This design comes from an exercise in tuning for small area, a short achievable clock period and few clock cycles per item on the open sky130 flow, not from production work. Function was checked by simulation only, so behaviour that the tests miss may differ from the original. No activity file was given, so power comes from the tool's default toggle rates.

==> 06-21 <==
// doppler_row
module doppler_row (
  input  wire        clk,
  input  wire        rst,
  input  wire        in_valid,
  output wire        in_ready,
  input  wire [7:0]  in_data,
  output reg         out_valid,
  input  wire        out_ready,
  output reg  [15:0] out_db,
  output reg         out_last
);
Settings: LEC_CHECK=0, CAP_MARGIN=20, CORE_MARGIN=2, CORE_UTILIZATION=60, CTS_BUF_LIST=sky130_fd_sc_hd__clkbuf_8, SLEW_MARGIN=20; clock period 12.0 ns.
run.sh (not shown) runs the stock make flow with config.mk's settings and CLKGATE_MAP_FILE= SYNTH_SCRIPT=/design/flow/synth_recipe.tcl, a recipe that flattens the netlist after the stock synthesis.
==> inputs of 05-18, as changes to 06-21 <==
--- a/flow/design.v
+++ b/flow/design.v
@@ -14,54 +14,55 @@
   localparam [15:0]        DB_SCALE  = 16'd49321;     
   integer i;
   reg         byte_hi;
   reg  [7:0]  hi_byte;
   reg  [5:0]  n_in;
   reg         stg_full;
   wire        copy_now;
-  reg         in_rdy, take_hi, take_lo;
+  reg         in_rdy;
   assign in_ready = in_rdy;
-  wire        hi_t = in_valid && take_hi;      
-  wire        lo_t = in_valid && take_lo;      
-  wire [5:0]  n_in_p1   = n_in + 6'd1;
-  wire        stg_f0    = stg_full && !copy_now;
-  wire        rdy_none  = !stg_f0 || (n_in == 6'd0) || (n_in == 6'd1 && !byte_hi);
-  wire        rdy_hi    = !stg_f0 || (n_in == 6'd0);
-  wire        rdy_lo    = !stg_f0 || (n_in == 6'd63) || (n_in == 6'd0);
-  wire        byte_hi_n = byte_hi ? !lo_t : hi_t;
-  wire        in_rdy_n  = lo_t ? rdy_lo : hi_t ? rdy_hi : rdy_none;
+  wire in_fire = in_valid && in_ready;
+  wire        byte_hi_n  = in_fire ? !byte_hi : byte_hi;
+  wire [5:0]  n_in_n     = (in_fire && byte_hi) ? n_in + 6'd1 : n_in;
+  wire        stg_full_n = (stg_full && !copy_now) || (in_fire && byte_hi && n_in == 6'd63);
+  always @(posedge clk) begin
+    if (rst) in_rdy <= 1'b1;
+    else     in_rdy <= !stg_full_n || (n_in_n == 6'd0) || (n_in_n == 6'd1 && !byte_hi_n);
+  end
   reg         s_vld;
   reg  signed [16:0] s_r;
   reg  [23:0] w_bd;      
   reg  [5:0]  n_r;
   reg  [14:0] win_c;
   always @(posedge clk) begin
     if (rst) begin
       byte_hi  <= 1'b0;
       n_in     <= 6'd0;
       stg_full <= 1'b0;
       s_vld    <= 1'b0;
-      in_rdy   <= 1'b1;
-      take_hi  <= 1'b1;
-      take_lo  <= 1'b0;
     end else begin
-      byte_hi  <= byte_hi_n;
-      s_vld    <= lo_t;
-      if (lo_t) n_in <= n_in_p1;
-      stg_full <= stg_f0 || (lo_t && n_in == 6'd63);
-      in_rdy   <= in_rdy_n;
-      take_hi  <= in_rdy_n && !byte_hi_n;
-      take_lo  <= in_rdy_n && byte_hi_n;
+      s_vld <= 1'b0;
+      if (copy_now) stg_full <= 1'b0;
+      if (in_fire) begin
+        if (!byte_hi) begin
+          hi_byte <= in_data;
+          byte_hi <= 1'b1;
+        end else begin
+          byte_hi <= 1'b0;
+          s_vld   <= 1'b1;
+          n_in    <= n_in + 6'd1;
+          if (n_in == 6'd63) stg_full <= 1'b1;
+        end
+      end
     end
-    if (hi_t) hi_byte <= in_data;
   end
   always @(posedge clk) begin
     s_r  <= $signed({1'b0, hi_byte, in_data}) - 17'sd2048;
     w_bd <= win_bd;
-    n_r  <= n_in;
+    if (in_fire && byte_hi) n_r <= n_in;
   end
   wire [23:0] win_bd;
   benc #(.NB(8)) u_wenc (.b({1'b0, win_c}), .bd(win_bd));
   wire [31:0] win_ps, win_pc;
   bmul_cs #(.WA(17), .NB(8), .WP(32)) u_wmul (.a(s_r), .bd(w_bd), .s(win_ps), .c(win_pc));
   reg  [31:0] wp_s, wp_c;
   reg         wp_w;
@@ -112,25 +113,20 @@
       rp[14] <= rp[0];
       rq[14] <= rq[0];
       rr[14] <= rr[0];
       rs[14] <= rs[0];
       gc <= (gc == 4'd15) ? 4'd1 : gc + 4'd1;
     end
   end
-  reg  signed [17:0] gap, gam, gbp, gbm;
   reg  signed [18:0] gAp, gBp, gAm, gBm;
   always @(posedge clk) begin
-    gap <= rp[1] + rq[1];
-    gam <= rp[1] - rq[1];
-    gbp <= rr[1] + rs[1];
-    gbm <= rr[1] - rs[1];
-    gAp <= gap + gbp;
-    gBp <= gap - gbp;
-    gAm <= gam + gbm;
-    gBm <= gam - gbm;
+    gAp <= rp[0] + rq[0] + rr[0] + rs[0];
+    gBp <= rp[0] + rq[0] - rr[0] - rs[0];
+    gAm <= rp[0] - rq[0] + rr[0] - rs[0];
+    gBm <= rp[0] - rq[0] - rr[0] + rs[0];
   end
   localparam [1:0] L_WAIT = 2'd0, L_ISSUE = 2'd1, L_DONE = 2'd2;
   reg  [1:0]  lst   [0:1];
   reg  [3:0]  lic   [0:1];
   reg  [4:0]  lk    [0:1];
   reg         lnew  [0:1];
   reg  [23:0] lcb   [0:1];     
@@ -313,15 +309,15 @@
         end else begin
           if (llast2[gi]) cpend[gi] <= 1'b1;
           else if (do_cap) cpend[gi] <= 1'b0;
           if (do_cap) cfull[gi] <= 1'b1;
           else if (cfree[gi]) cfull[gi] <= 1'b0;
           case (st)
             L_WAIT: begin
-              if (lnew[gi] && go) begin
+              if ((copy_now || lnew[gi]) && go) begin
                 lst[gi]  <= L_ISSUE;
                 lic[gi]  <= 4'd0;
                 lnew[gi] <= 1'b0;
               end else if (copy_now) begin
                 lnew[gi] <= 1'b1;
               end
             end
@@ -393,62 +389,49 @@
           dact <= 1'b0;
           dk   <= dk + 4'd1;
         end
       end
     end
   end
   reg  [21:0] d1_y;       
-  reg  [21:0] d1_yn;      
   reg         d1_sg;
   reg                d1_v, d1_j0, d1_hi, d1_15, d1_b16;
   always @(posedge clk) begin
     if (rst) d1_v <= 1'b0;
     else     d1_v <= dact;
     d1_y   <= cap[dl][dj][21:0] ^ {22{cap[dl][dj][22]}};
-    d1_yn  <= ~(cap[dl][dj][21:0] ^ {22{cap[dl][dj][22]}});
     d1_sg  <= cap[dl][dj][22];
     d1_j0  <= !dj[0];
     d1_hi  <= dj[1];
     d1_15  <= (dk == 4'd15);
     d1_b16 <= (dk == 4'd0);
   end
   wire [45:0] d1_ss, d1_sc;
-  sqr_cs u_sq (.y(d1_y), .yn(d1_yn), .sg(d1_sg), .s(d1_ss), .c(d1_sc));
+  sqr_cs u_sq (.y(d1_y), .sg(d1_sg), .s(d1_ss), .c(d1_sc));
   reg  [45:0] q_s, q_c;
   reg         q_v, q_j0, q_hi, q_15, q_b16;
   always @(posedge clk) begin
     if (rst) q_v <= 1'b0;
     else     q_v <= d1_v;
     q_s   <= d1_ss;
     q_c   <= d1_sc;
     q_j0  <= d1_j0;
     q_hi  <= d1_hi;
     q_15  <= d1_15;
     q_b16 <= d1_b16;
   end
-  reg  [45:0] sqv;
-  reg         sv_v, sv_j0, sv_hi, sv_15, sv_b16;
-  always @(posedge clk) begin
-    if (rst) sv_v <= 1'b0;
-    else     sv_v <= q_v;
-    sqv    <= q_s + q_c;
-    sv_j0  <= q_j0;
-    sv_hi  <= q_hi;
-    sv_15  <= q_15;
-    sv_b16 <= q_b16;
-  end
   reg  [45:0] pw;
   reg         d2_v, d2_hi, d2_15, d2_b16;
   always @(posedge clk) begin
     if (rst) d2_v <= 1'b0;
-    else     d2_v <= sv_v && !sv_j0;
-    pw     <= (sv_j0 ? 46'd0 : pw) + sqv;
-    d2_hi  <= sv_hi;
-    d2_15  <= sv_15;
-    d2_b16 <= sv_b16;
+    else     d2_v <= q_v && !q_j0;
+    pw     <= (q_j0 ? 46'd0 : pw) + q_s + q_c;
+    d2_hi  <= q_hi;
+    d2_15  <= q_15;
+    d2_b16 <= q_b16;
   end
   reg  [45:0] nrm;
   reg  [5:0]  lz;
   always @(*) begin
     nrm = pw;
     lz  = 6'd0;
     if (nrm[45:14] == 32'd0) begin nrm = nrm << 32; lz = lz + 6'd32; end
@@ -586,15 +569,15 @@
         if (rpi == 4'd14) omode <= 2'd0;
       end else if (o_free) begin
         out_valid <= 1'b0;
       end
     end
   end
   always @(*) begin
-    case (n_r)
+    case (n_in)
       6'd0: win_c = 15'd0;
       6'd1: win_c = 15'd81;
       6'd2: win_c = 15'd325;
       6'd3: win_c = 15'd728;
       6'd4: win_c = 15'd1287;
       6'd5: win_c = 15'd1995;
       6'd6: win_c = 15'd2847;
@@ -1000,31 +983,29 @@
       end
       assign bd[3*i]   = b1 ^ b0;
       assign bd[3*i+1] = (b2 ^ b1) & ~(b1 ^ b0);
       assign bd[3*i+2] = b2;
     end
   endgenerate
 endmodule
-module sqr_cs (input wire [21:0] y, input wire [21:0] yn, input wire sg,
-               output wire [45:0] s, output wire [45:0] c);
-  wire [21:0] yd = ~yn;
+module sqr_cs (input wire [21:0] y, input wire sg, output wire [45:0] s, output wire [45:0] c);
   wire [23*46-1:0] rows;
   wire [45:0] diag;
   genvar i;
   generate
     for (i = 0; i < 22; i = i + 1) begin : d
       assign diag[2*i]   = y[i];
       assign diag[2*i+1] = 1'b0;
     end
     assign diag[45:44] = 2'b00;
     assign rows[45:0] = diag;
     for (i = 0; i < 21; i = i + 1) begin : x1
-      assign rows[(i+2)*46-1:(i+1)*46] = y[i] ? (({24'd0, yd} >> (i+1)) << (2*i+2)) : 46'd0;
+      assign rows[(i+2)*46-1:(i+1)*46] = y[i] ? (({24'd0, y} >> (i+1)) << (2*i+2)) : 46'd0;
     end
-    assign rows[23*46-1:22*46] = sg ? {23'd0, yd, 1'b1} : 46'd0;
+    assign rows[23*46-1:22*46] = sg ? {23'd0, y, 1'b1} : 46'd0;
   endgenerate
   csa_tree_23_46 u_t (.rows(rows), .s(s), .c(c));
 endmodule
 module csa_tree_9_37 (input wire [332:0] rows, output wire [36:0] s, output wire [36:0] c);
   wire [36:0] l0_s0 = rows[36:0] ^ rows[73:37] ^ rows[110:74];
   wire [36:0] l0_c0m = (rows[36:0] & rows[73:37]) | (rows[36:0] & rows[110:74]) | (rows[73:37] & rows[110:74]);
   wire [36:0] l0_c0 = {l0_c0m[35:0], 1'b0};
- CORE_UTILIZATION: 60 -> 55
- CTS_BUF_LIST: sky130_fd_sc_hd__clkbuf_8 -> not set
==> inputs of 03-27, as changes to 06-21 <==
--- a/flow/design.v
+++ b/flow/design.v
@@ -14,54 +14,57 @@
   localparam [15:0]        DB_SCALE  = 16'd49321;     
   integer i;
   reg         byte_hi;
   reg  [7:0]  hi_byte;
   reg  [5:0]  n_in;
   reg         stg_full;
   wire        copy_now;
-  reg         in_rdy, take_hi, take_lo;
+  reg         in_rdy;
   assign in_ready = in_rdy;
-  wire        hi_t = in_valid && take_hi;      
-  wire        lo_t = in_valid && take_lo;      
-  wire [5:0]  n_in_p1   = n_in + 6'd1;
-  wire        stg_f0    = stg_full && !copy_now;
-  wire        rdy_none  = !stg_f0 || (n_in == 6'd0) || (n_in == 6'd1 && !byte_hi);
-  wire        rdy_hi    = !stg_f0 || (n_in == 6'd0);
-  wire        rdy_lo    = !stg_f0 || (n_in == 6'd63) || (n_in == 6'd0);
-  wire        byte_hi_n = byte_hi ? !lo_t : hi_t;
-  wire        in_rdy_n  = lo_t ? rdy_lo : hi_t ? rdy_hi : rdy_none;
+  wire in_fire = in_valid && in_ready;
+  wire        byte_hi_n  = in_fire ? !byte_hi : byte_hi;
+  wire [5:0]  n_in_n     = (in_fire && byte_hi) ? n_in + 6'd1 : n_in;
+  wire        stg_full_n = (stg_full && !copy_now) || (in_fire && byte_hi && n_in == 6'd63);
+  always @(posedge clk) begin
+    if (rst) in_rdy <= 1'b1;
+    else     in_rdy <= !stg_full_n || (n_in_n == 6'd0) || (n_in_n == 6'd1 && !byte_hi_n);
+  end
   reg         s_vld;
   reg  signed [16:0] s_r;
   reg  [23:0] w_bd;      
   reg  [5:0]  n_r;
   reg  [14:0] win_c;
   always @(posedge clk) begin
     if (rst) begin
       byte_hi  <= 1'b0;
       n_in     <= 6'd0;
       stg_full <= 1'b0;
       s_vld    <= 1'b0;
-      in_rdy   <= 1'b1;
-      take_hi  <= 1'b1;
-      take_lo  <= 1'b0;
     end else begin
-      byte_hi  <= byte_hi_n;
-      s_vld    <= lo_t;
-      if (lo_t) n_in <= n_in_p1;
-      stg_full <= stg_f0 || (lo_t && n_in == 6'd63);
-      in_rdy   <= in_rdy_n;
-      take_hi  <= in_rdy_n && !byte_hi_n;
-      take_lo  <= in_rdy_n && byte_hi_n;
-    end
-    if (hi_t) hi_byte <= in_data;
+      s_vld <= 1'b0;
+      if (copy_now) stg_full <= 1'b0;
+      if (in_fire) begin
+        if (!byte_hi) begin
+          hi_byte <= in_data;
+          byte_hi <= 1'b1;
+        end else begin
+          byte_hi <= 1'b0;
+          s_vld   <= 1'b1;
+          n_in    <= n_in + 6'd1;
+          if (n_in == 6'd63) stg_full <= 1'b1;
+        end
+      end
+    end
   end
   always @(posedge clk) begin
-    s_r  <= $signed({1'b0, hi_byte, in_data}) - 17'sd2048;
-    w_bd <= win_bd;
-    n_r  <= n_in;
+    if (in_fire && byte_hi) begin
+      s_r <= $signed({1'b0, hi_byte, in_data}) - 17'sd2048;
+      w_bd <= win_bd;
+      n_r <= n_in;
+    end
   end
   wire [23:0] win_bd;
   benc #(.NB(8)) u_wenc (.b({1'b0, win_c}), .bd(win_bd));
   wire [31:0] win_ps, win_pc;
   bmul_cs #(.WA(17), .NB(8), .WP(32)) u_wmul (.a(s_r), .bd(w_bd), .s(win_ps), .c(win_pc));
   reg  [31:0] wp_s, wp_c;
   reg         wp_w;
@@ -112,25 +115,20 @@
       rp[14] <= rp[0];
       rq[14] <= rq[0];
       rr[14] <= rr[0];
       rs[14] <= rs[0];
       gc <= (gc == 4'd15) ? 4'd1 : gc + 4'd1;
     end
   end
-  reg  signed [17:0] gap, gam, gbp, gbm;
   reg  signed [18:0] gAp, gBp, gAm, gBm;
   always @(posedge clk) begin
-    gap <= rp[1] + rq[1];
-    gam <= rp[1] - rq[1];
-    gbp <= rr[1] + rs[1];
-    gbm <= rr[1] - rs[1];
-    gAp <= gap + gbp;
-    gBp <= gap - gbp;
-    gAm <= gam + gbm;
-    gBm <= gam - gbm;
+    gAp <= rp[0] + rq[0] + rr[0] + rs[0];
+    gBp <= rp[0] + rq[0] - rr[0] - rs[0];
+    gAm <= rp[0] - rq[0] + rr[0] - rs[0];
+    gBm <= rp[0] - rq[0] - rr[0] + rs[0];
   end
   localparam [1:0] L_WAIT = 2'd0, L_ISSUE = 2'd1, L_DONE = 2'd2;
   reg  [1:0]  lst   [0:1];
   reg  [3:0]  lic   [0:1];
   reg  [4:0]  lk    [0:1];
   reg         lnew  [0:1];
   reg  [23:0] lcb   [0:1];     
@@ -313,15 +311,15 @@
         end else begin
           if (llast2[gi]) cpend[gi] <= 1'b1;
           else if (do_cap) cpend[gi] <= 1'b0;
           if (do_cap) cfull[gi] <= 1'b1;
           else if (cfree[gi]) cfull[gi] <= 1'b0;
           case (st)
             L_WAIT: begin
-              if (lnew[gi] && go) begin
+              if ((copy_now || lnew[gi]) && go) begin
                 lst[gi]  <= L_ISSUE;
                 lic[gi]  <= 4'd0;
                 lnew[gi] <= 1'b0;
               end else if (copy_now) begin
                 lnew[gi] <= 1'b1;
               end
             end
@@ -393,62 +391,49 @@
           dact <= 1'b0;
           dk   <= dk + 4'd1;
         end
       end
     end
   end
   reg  [21:0] d1_y;       
-  reg  [21:0] d1_yn;      
   reg         d1_sg;
   reg                d1_v, d1_j0, d1_hi, d1_15, d1_b16;
   always @(posedge clk) begin
     if (rst) d1_v <= 1'b0;
     else     d1_v <= dact;
     d1_y   <= cap[dl][dj][21:0] ^ {22{cap[dl][dj][22]}};
-    d1_yn  <= ~(cap[dl][dj][21:0] ^ {22{cap[dl][dj][22]}});
     d1_sg  <= cap[dl][dj][22];
     d1_j0  <= !dj[0];
     d1_hi  <= dj[1];
     d1_15  <= (dk == 4'd15);
     d1_b16 <= (dk == 4'd0);
   end
   wire [45:0] d1_ss, d1_sc;
-  sqr_cs u_sq (.y(d1_y), .yn(d1_yn), .sg(d1_sg), .s(d1_ss), .c(d1_sc));
+  sqr_cs u_sq (.y(d1_y), .sg(d1_sg), .s(d1_ss), .c(d1_sc));
   reg  [45:0] q_s, q_c;
   reg         q_v, q_j0, q_hi, q_15, q_b16;
   always @(posedge clk) begin
     if (rst) q_v <= 1'b0;
     else     q_v <= d1_v;
     q_s   <= d1_ss;
     q_c   <= d1_sc;
     q_j0  <= d1_j0;
     q_hi  <= d1_hi;
     q_15  <= d1_15;
     q_b16 <= d1_b16;
   end
-  reg  [45:0] sqv;
-  reg         sv_v, sv_j0, sv_hi, sv_15, sv_b16;
-  always @(posedge clk) begin
-    if (rst) sv_v <= 1'b0;
-    else     sv_v <= q_v;
-    sqv    <= q_s + q_c;
-    sv_j0  <= q_j0;
-    sv_hi  <= q_hi;
-    sv_15  <= q_15;
-    sv_b16 <= q_b16;
-  end
   reg  [45:0] pw;
   reg         d2_v, d2_hi, d2_15, d2_b16;
   always @(posedge clk) begin
     if (rst) d2_v <= 1'b0;
-    else     d2_v <= sv_v && !sv_j0;
-    pw     <= (sv_j0 ? 46'd0 : pw) + sqv;
-    d2_hi  <= sv_hi;
-    d2_15  <= sv_15;
-    d2_b16 <= sv_b16;
+    else     d2_v <= q_v && !q_j0;
+    pw     <= (q_j0 ? 46'd0 : pw) + q_s + q_c;
+    d2_hi  <= q_hi;
+    d2_15  <= q_15;
+    d2_b16 <= q_b16;
   end
   reg  [45:0] nrm;
   reg  [5:0]  lz;
   always @(*) begin
     nrm = pw;
     lz  = 6'd0;
     if (nrm[45:14] == 32'd0) begin nrm = nrm << 32; lz = lz + 6'd32; end
@@ -586,15 +571,15 @@
         if (rpi == 4'd14) omode <= 2'd0;
       end else if (o_free) begin
         out_valid <= 1'b0;
       end
     end
   end
   always @(*) begin
-    case (n_r)
+    case (n_in)
       6'd0: win_c = 15'd0;
       6'd1: win_c = 15'd81;
       6'd2: win_c = 15'd325;
       6'd3: win_c = 15'd728;
       6'd4: win_c = 15'd1287;
       6'd5: win_c = 15'd1995;
       6'd6: win_c = 15'd2847;
@@ -1000,31 +985,29 @@
       end
       assign bd[3*i]   = b1 ^ b0;
       assign bd[3*i+1] = (b2 ^ b1) & ~(b1 ^ b0);
       assign bd[3*i+2] = b2;
     end
   endgenerate
 endmodule
-module sqr_cs (input wire [21:0] y, input wire [21:0] yn, input wire sg,
-               output wire [45:0] s, output wire [45:0] c);
-  wire [21:0] yd = ~yn;
+module sqr_cs (input wire [21:0] y, input wire sg, output wire [45:0] s, output wire [45:0] c);
   wire [23*46-1:0] rows;
   wire [45:0] diag;
   genvar i;
   generate
     for (i = 0; i < 22; i = i + 1) begin : d
       assign diag[2*i]   = y[i];
       assign diag[2*i+1] = 1'b0;
     end
     assign diag[45:44] = 2'b00;
     assign rows[45:0] = diag;
     for (i = 0; i < 21; i = i + 1) begin : x1
-      assign rows[(i+2)*46-1:(i+1)*46] = y[i] ? (({24'd0, yd} >> (i+1)) << (2*i+2)) : 46'd0;
+      assign rows[(i+2)*46-1:(i+1)*46] = y[i] ? (({24'd0, y} >> (i+1)) << (2*i+2)) : 46'd0;
     end
-    assign rows[23*46-1:22*46] = sg ? {23'd0, yd, 1'b1} : 46'd0;
+    assign rows[23*46-1:22*46] = sg ? {23'd0, y, 1'b1} : 46'd0;
   endgenerate
   csa_tree_23_46 u_t (.rows(rows), .s(s), .c(c));
 endmodule
 module csa_tree_9_37 (input wire [332:0] rows, output wire [36:0] s, output wire [36:0] c);
   wire [36:0] l0_s0 = rows[36:0] ^ rows[73:37] ^ rows[110:74];
   wire [36:0] l0_c0m = (rows[36:0] & rows[73:37]) | (rows[36:0] & rows[110:74]) | (rows[73:37] & rows[110:74]);
   wire [36:0] l0_c0 = {l0_c0m[35:0], 1'b0};
- CORE_UTILIZATION: 60 -> 40
- CTS_BUF_LIST: sky130_fd_sc_hd__clkbuf_8 -> not set
==> run notes <==
The lowest sequential share of layout area belongs to 03-27, the highest to 06-21. Between 06-21 and 03-27, the lower sequential cell count is in 03-27 (gap 144). First-iteration DRC count, highest first: 05-18, 06-21, 03-27. Between 03-27 and 05-18, the lower final area is in 05-18 (gap about 0.9%, measured against 05-18). 06-21 produced a clean layout. 03-27 finished with timing, DRC and antenna clean. 05-18 completed with no timing, DRC or antenna violations. The lowest routed wire length belongs to 03-27, the highest to 06-21. Of 05-18 and 06-21, 05-18 has the higher clock power (gap about 9%, measured against 06-21). Against 05-18, the clock-buffer cell count of 06-21 is higher by 217. Clock skew, highest first: 03-27, 06-21, 05-18. Area after synthesis, lowest first: 03-27, 05-18, 06-21.
Testbench counts of 06-21, summed over its fixed seeds: cycles 13,656, windows 96.
Testbench counts of 05-18, summed over its fixed seeds: cycles 13,640, windows 96.
Testbench counts of 03-27, summed over its fixed seeds: cycles 13,640, windows 96.

[separate check: timing with driven ports]
In the flow no input, the clock included, has a driving cell. The finished layouts below were timed again as built, in two steps. Step 1 sets driving cells, clkbuf_16 on the clock port and buf_2 on the other inputs (assumed; they add their load-dependent delay and slew). Step 2 times the ports against the registers' clock, not the clock port: input delays grow and output delays shrink by t, the midpoint of the rising clock arrivals with the driver on. Three values: no drivers, after step 1, after step 2; two values: the first two.
run | shift t [ns] | setup slack, ns | worst setup path at the end | worst slew at a driven data input, ns
06-21 | 1.323 | 7.380 / 7.358 / 6.994 | input to register | 0.04
05-18 | 1.084 | 6.115 / 6.201 / 5.117 | input to register | 0.05
03-27 | 1.121 | 5.872 / 5.872 / 5.145 | input to register | 0.04
After both steps setup and hold are still met in every run listed. The setup slack of 05-18, which loses most, moves by +0.086 ns with the drivers and by -0.998 ns with both steps.
